This is an optimization exercise on Yosys and OpenROAD, whose aim is small area, not a production implementation.
Only simulation tests tie the RTL to the original design; equivalence was not proved.
Power figures rest on the tool's default switching activity, not on a simulated workload.

==> onyx: inputs <==
Design codec8b6t, start of the top module:
module codec8b6t (
    input  wire        clk,
    input  wire        rst,         
    input  wire        in_valid,
    input  wire [2:0]  in_op,
    input  wire        in_first,    
    input  wire [7:0]  in_byte,
    input  wire [11:0] in_group,
    input  wire        in_dc,
    input  wire [1:0]  in_stream,
    output wire        out_valid,
    output wire [11:0] out_group,
    output wire [7:0]  out_byte,
    output wire        out_hit,
    output wire [1:0]  out_weight,
    output wire        out_dc,
    output wire [1:0]  out_stream,
    output wire [2:0]  out_bal
);
    wire op_enc = (in_op == 3'b000);
    wire op_dec = (in_op == 3'b001);
    wire op_inv = (in_op == 3'b110);
    wire op_bal = (in_op == 3'b111);
    wire frame  = ~in_op[2] & ~in_op[1];         
    reg  [2:0] dc;
    reg  [1:0] last;
    reg        valid_q;
    reg  [11:0] res_g;      
    reg         res_f;      
    wire [2:0] dc_cur = in_first ? 3'b000 : dc;
    wire [1:0] enc_s  = (in_first | last[1]) ? 2'd0 : {last[0], ~last[0]};
    wire [1:0] frame_s = in_op[0] ? in_stream : enc_s;
  ...
==> flow/config.mk <==
export PLATFORM = sky130hd
export DESIGN_NAME = codec8b6t
export DESIGN_NICKNAME = codec8b6t
export VERILOG_FILES = /design/flow/design.v
export SDC_FILE = /design/flow/constraint.sdc
export NUM_CORES = 4
export LEC_CHECK = 0
export CAP_MARGIN = 20
export CORE_MARGIN = 2
export CORE_UTILIZATION = 35
export GPL_TIMING_DRIVEN = 0
export PLACE_DENSITY = 0.5
export SLEW_MARGIN = 20
==> flow/constraint.sdc <==
create_clock -name core_clock -period 15.0 [get_ports {clk}]
set_input_delay 3.0000 -clock core_clock [delete_from_list [all_inputs] [get_ports {clk}]]
set_output_delay 3.0000 -clock core_clock [all_outputs]
set_load 0.01 [all_outputs]
standard.sh (not shown) runs the stock make flow with config.mk's settings and CLKGATE_MAP_FILE= SYNTH_SCRIPT=/design/flow/synth_recipe.tcl, a recipe that flattens the netlist after the stock synthesis.
==> flow/flow/run.sh <==
#!/bin/bash
# Own layout flow: the standard synthesis with an area-only ABC mapping
# script (flow/synth.tcl, flow/area.abc), then the standard layout steps.
set -euo pipefail
W=$(pwd)
R=$W/orfs/results/$FLOW_PLATFORM/codec8b6t/base
export FLOW_FLOW_DIR=$W/flow
make -C "$FLOW_HOME" DESIGN_CONFIG=$W/config.mk WORK_HOME=$W/orfs CLKGATE_MAP_FILE= \
  SYNTH_SCRIPT=$W/flow/synth.tcl $R/1_2_yosys.v > synth.log 2>&1
bash standard.sh > layout.log 2>&1
==> flow/flow/area.abc <==
strash; &get -n; &dc2; &dch -f; &nf -R 1000; &put; topo
==> flow/flow/synth.tcl <==
# The standard synthesis (synth_recipe.tcl), with one change: the final
# technology mapping runs flow/area.abc, an area-only ABC script, in place of
# ORFS's speed script. Registers, their cells and names are unchanged.
proc synth {args} { yosys synth -nofsm -noshare {*}$args }
proc abc {args} {
  set i [lsearch -exact $args -script]
  if {$i >= 0} { lset args [expr {$i + 1}] $::env(FLOW_FLOW_DIR)/area.abc }
  set j [lsearch -exact $args -D]
  if {$j >= 0} { set args [lreplace $args $j [expr {$j + 1}]] }
  yosys abc {*}$args
}
# no full/half-adder extraction: ABC maps that logic with the rest
proc extract_fa {args} {}
source $::env(SCRIPTS_DIR)/synth.tcl
# left out here: clear keep_hierarchy, flatten, clean up, hide names made inside functions, write 1_2_yosys.v
==> fjord: changes against onyx <==
- CORE_UTILIZATION: 35 -> 55
- PLACE_DENSITY: 0.5 -> 0.65
==> summary.md <==
| Metric | Value |
|---|---|
| Status | timing/DRC/antenna clean |
| Met2 Use GR | 0.5406 |
| Global-route wire length before repair | 62,670 µm |
| Hold EP | dc[0] |
| Effective utilization at floorplan | 0.3561 |
| Sequential power share | 0.067 |
| Total wire length | 42,500 µm |
| Initial antenna violation count | 0 |
| Delay-heaviest family, CP | compound AO/OA/AOI/OAI gates |
| Layout cell share with drive strength beyond 1 | 0.04914 |
| Reg-to-reg endpoint | res_g[3] |
| Switching power share of the total | 0.6315 |
| Clock power share | 0.055 |
-- figures above: onyx

==> summary.md <==
| Metric | Value |
|---|---|
| Status | did not finish |
| Halt Stage | global routing |
| Stop Error | [ERROR GRT-0116] Global routing finished with congestion. Check the congestion regions in the DRC Viewer. |
| FP Rows | 39 |
| Met2 Use GR | 0.7798 |
| Largest family of logic cells by synthesized area | compound AO/OA/AOI/OAI gates |
| CTS Buf Count | 3 |
| Post-CTS sizing | 5 |
| Post-Synth Adder-Cell Area | 0.001570 |
| Effective utilization at floorplan | 0.5607 |
| Global-route wire length before repair | 60,640 µm |
| Die X-Extent | 111.7 µm |
| Clk buf depth | 2 |
| Proportion of synthesized area in mux cells | 0.006477 |
| Top Ports | 60 |
| Pre-CTS setup slack | -956.4 ps |
-- figures above: fjord


==> 07-23: inputs <==
Another version of the RTL of codec8b6t (not shown whole).
==> module codec8b6t, before the edit <==
module codec8b6t (
    input  wire        clk,
    input  wire        rst,         
    input  wire        in_valid,
    input  wire [2:0]  in_op,
    input  wire        in_first,    
    input  wire [7:0]  in_byte,
    input  wire [11:0] in_group,
    input  wire        in_dc,
    input  wire [1:0]  in_stream,
    output wire        out_valid,
    output wire [11:0] out_group,
    output wire [7:0]  out_byte,
    output wire        out_hit,
    output wire [1:0]  out_weight,
    output wire        out_dc,
    output wire [1:0]  out_stream,
    output wire [2:0]  out_bal
);
    wire op_enc = (in_op == 3'b000);
    wire op_dec = (in_op == 3'b001);
    wire op_inv = (in_op == 3'b110);
    wire op_bal = (in_op == 3'b111);
    wire frame  = ~in_op[2] & ~in_op[1];         
    reg  [2:0] dc;
    reg  [1:0] last;
    reg        valid_q;
    reg  [11:0] res_g;      
    reg         res_f;      
    wire [2:0] dc_cur = in_first ? 3'b000 : dc;
    wire [1:0] enc_s  = (in_first | last[1]) ? 2'd0 : {last[0], ~last[0]};
    wire [1:0] frame_s = in_op[0] ? in_stream : enc_s;
    wire       dc_s   = frame_s[1] ? dc_cur[2] : frame_s[0] ? dc_cur[1] : dc_cur[0];
    wire [11:0] cw;
    cb_lookup u_lookup (.b(in_byte), .g(cw));
    wire [11:0] g = (~in_op[2] & ~in_op[0]) ? cw : in_group;
    wire pos, neg;
    balance_step u_weight (.g(g), .pos(pos), .neg(neg));
    wire dcb    = op_bal ? in_dc : dc_s;
    wire inv_bal = neg | (pos & dcb);
    wire inv_sel = op_inv | ((frame | op_bal) & inv_bal);
    wire dc_out = ~neg & (pos ? ~dcb : dcb);
    reg [11:0] g_out;
    integer k;
    always @*
        for (k = 0; k < 6; k = k + 1) begin
            g_out[2*k]   = g[2*k];
            g_out[2*k+1] = g[2*k+1] ^ (inv_sel & g[2*k]);
        end
    wire       rl_hit;
    wire [7:0] rl_byte;
    cb_rlookup u_rlookup (.g(g_out), .hit(rl_hit), .b(rl_byte));
    wire miss = in_op[0] & ~in_op[1] & ~in_op[2] ? (pos & dc_s) : neg;
    wire hit  = rl_hit & ~miss;
    wire sel_byte = in_op[0] & ~in_op[2];         
    wire sel_w    = in_op[2] & ~in_op[1];         
    wire [11:0] res_g_n = {g_out[11:10],
                           sel_w ? {neg, pos | neg} : g_out[9:8],
                           sel_byte ? rl_byte : g_out[7:0]};
    wire res_f_n = (in_op[2] & in_op[1]) ? dc_out : hit;
    assign out_valid  = valid_q;
    assign out_group  = res_g;
    assign out_byte   = res_g[7:0];
    assign out_weight = res_g[9:8];
    assign out_hit    = res_f;
    assign out_dc     = res_f;
    assign out_stream = last;
    assign out_bal    = dc;
    always @(posedge clk) begin
        res_g <= res_g_n;
        res_f <= res_f_n;
        if (rst) begin
            valid_q <= 1'b0;
            dc      <= 3'b000;
            last    <= 2'd2;
        end else begin
            valid_q <= in_valid;
            if (in_valid & frame) begin
                dc[0] <= (frame_s == 2'd0) ? dc_out : dc_cur[0];
                dc[1] <= (frame_s == 2'd1) ? dc_out : dc_cur[1];
                dc[2] <= frame_s[1]        ? dc_out : dc_cur[2];
                if (op_enc)
                    last <= enc_s;
                else if (in_first)
                    last <= 2'd2;
            end
        end
    end
endmodule
export LEC_CHECK = 0
export CAP_MARGIN = 20
export CORE_MARGIN = 2
export CORE_UTILIZATION = 35
export GPL_TIMING_DRIVEN = 0
export PLACE_DENSITY = 0.5
export SLEW_MARGIN = 20
create_clock -name core_clock -period 15.0 [get_ports {clk}]
Scripts as last shown in full above: flow/flow/run.sh, flow/flow/area.abc, flow/flow/synth.tcl
==> inputs of 12-03, as changes to 07-23 <==
--- a/flow/design.v
+++ b/flow/design.v
@@ -479,7 +479,10 @@
         end
     wire       rl_hit;
     wire [7:0] rl_byte;
-    cb_rlookup u_rlookup (.g(g_out), .hit(rl_hit), .b(rl_byte));
+    wire [11:0] g_rl = {g_out[11], in_group[10], g_out[9], in_group[8],
+                        g_out[7], in_group[6], g_out[5], in_group[4],
+                        g_out[3], in_group[2], g_out[1], in_group[0]};
+    cb_rlookup u_rlookup (.g(g_rl), .hit(rl_hit), .b(rl_byte));
     wire miss = in_op[0] & ~in_op[1] & ~in_op[2] ? (pos & dc_s) : neg;
     wire hit  = rl_hit & ~miss;
     wire sel_byte = in_op[0] & ~in_op[2];         
==> flow/flow/run.sh (replaced) <==
#!/bin/bash
# Own layout flow: the standard synthesis with an area-only ABC mapping
# script (flow/synth.tcl, flow/area.abc), then the standard layout steps,
# with port buffers of the smallest buffer cell.
set -euo pipefail
W=$(pwd)
R=$W/orfs/results/$FLOW_PLATFORM/codec8b6t/base
export FLOW_FLOW_DIR=$W/flow
make -C "$FLOW_HOME" DESIGN_CONFIG=$W/config.mk WORK_HOME=$W/orfs CLKGATE_MAP_FILE= \
  SYNTH_SCRIPT=$W/flow/synth.tcl $R/1_2_yosys.v > synth.log 2>&1
# every input and output port still gets a buffer, the smallest one
export BUFFER_PORTS_ARGS="-buffer_cell sky130_fd_sc_hd__buf_1"
bash standard.sh > layout.log 2>&1
--- a/flow/config.mk
+++ b/flow/config.mk
@@ -7,7 +7,8 @@
 export LEC_CHECK = 0
 export CAP_MARGIN = 20
 export CORE_MARGIN = 2
-export CORE_UTILIZATION = 35
+export CORE_UTILIZATION = 30
+export CTS_BUF_LIST = sky130_fd_sc_hd__clkbuf_4 sky130_fd_sc_hd__clkbuf_8
 export GPL_TIMING_DRIVEN = 0
-export PLACE_DENSITY = 0.5
+export PLACE_DENSITY = 0.42
 export SLEW_MARGIN = 20
==> inputs of 09-09, as changes to 07-23 <==
--- a/flow/design.v
+++ b/flow/design.v
@@ -479,7 +479,10 @@
         end
     wire       rl_hit;
     wire [7:0] rl_byte;
-    cb_rlookup u_rlookup (.g(g_out), .hit(rl_hit), .b(rl_byte));
+    wire [11:0] g_rl = {g_out[11], in_group[10], g_out[9], in_group[8],
+                        g_out[7], in_group[6], g_out[5], in_group[4],
+                        g_out[3], in_group[2], g_out[1], in_group[0]};
+    cb_rlookup u_rlookup (.g(g_rl), .hit(rl_hit), .b(rl_byte));
     wire miss = in_op[0] & ~in_op[1] & ~in_op[2] ? (pos & dc_s) : neg;
     wire hit  = rl_hit & ~miss;
     wire sel_byte = in_op[0] & ~in_op[2];         
==> flow/flow/run.sh (replaced) <==
#!/bin/bash
# Own layout flow: the standard synthesis with an area-only ABC mapping
# script (flow/synth.tcl, flow/area.abc), then the standard layout steps,
# with port buffers of the smallest buffer cell.
set -euo pipefail
W=$(pwd)
R=$W/orfs/results/$FLOW_PLATFORM/codec8b6t/base
export FLOW_FLOW_DIR=$W/flow
make -C "$FLOW_HOME" DESIGN_CONFIG=$W/config.mk WORK_HOME=$W/orfs CLKGATE_MAP_FILE= \
  SYNTH_SCRIPT=$W/flow/synth.tcl $R/1_2_yosys.v > synth.log 2>&1
# every input and output port still gets a buffer, the smallest one
export BUFFER_PORTS_ARGS="-buffer_cell sky130_fd_sc_hd__buf_1"
bash standard.sh > layout.log 2>&1
--- a/flow/config.mk
+++ b/flow/config.mk
@@ -5,9 +5,11 @@
 export SDC_FILE = /design/flow/constraint.sdc
 export NUM_CORES = 4
 export LEC_CHECK = 0
-export CAP_MARGIN = 20
+export CAP_MARGIN = 10
 export CORE_MARGIN = 2
 export CORE_UTILIZATION = 35
+export CTS_BUF_LIST = sky130_fd_sc_hd__clkbuf_4 sky130_fd_sc_hd__clkbuf_8
 export GPL_TIMING_DRIVEN = 0
 export PLACE_DENSITY = 0.5
-export SLEW_MARGIN = 20
+export SETUP_SLACK_MARGIN = 1.0
+export SLEW_MARGIN = 10
==> qor summary <==
metric                                                    12-03                                            09-09       07-23
Xor/xnor cell area share of the yosys netlist             1.57%                                            1.57%       1.42%
Count of inserted tapcells                                  270                                              225         225
Proportion of total power due to net switching            64.8%                                            65.5%       62.9%
Footprint of the multi-input gates                     5750 µm²                                         5740 µm²    5790 µm²
Post-synthesis net count                                   1116                                             1116        1134
Maximum clock frequency                                71.4 MHz                                         71.5 MHz    69.0 MHz
Placed cell count                                          1426                                             1377        1397
Fraction of layout cells with a size suffix above 1       4.57%                                            3.72%       3.90%
Sequential cell fraction of total power                    8.7%                                             8.6%        7.6%
Setup Slack @ Placement                                 1.62 ns                                          1.41 ns     1.19 ns
Most common cell on crit path                           o21ai_0                                                -      nor2_1
Status                                 timing/DRC/antenna clean                                  failed layout checks  timing/DRC/antenna clean
Violated checks                                               -  max-capacitance violations, max-slew violations           -
Final non-filler cell total                                1431                                             1382        1403
Share of the yosys chip area belonging to registers       6.19%                                            6.19%       6.15%
Leakage                                                 2.41 nW                                          2.38 nW     2.71 nW

## what the ideal ports hide
The results above use ideal ports. As a check the final layouts listed here were re-extracted and re-timed, cells and wires unchanged. Step 1 assumes that a clkbuf_16 drives the clock port and a buf_2 every other input. Step 2 moves the port delays by t, midway between the first and last clock arrival at a register: inputs arrive t later, outputs are due t later. That takes back most of the time a late clock gives input paths. a / b / c = ideal / step 1 / step 2; a / b = the first two.
run	t, ns	setup slack, ns	slew at the worst register clock pin (ns)	cell pins on the clock port's net
onyx	0.280	0.405 / 0.404 / 0.124	0.05 / 0.05	1
07-23	0.286	0.500 / 0.503 / 0.217	0.06 / 0.06	1
12-03	0.268	0.996 / 0.988 / 0.721	0.07 / 0.07	1
09-09	0.285	1.009 / 1.011 / 0.725	0.07 / 0.07	1
For 09-09, which loses most, drivers alone change the setup slack by +0.002 ns; drivers and shift together by -0.284 ns.
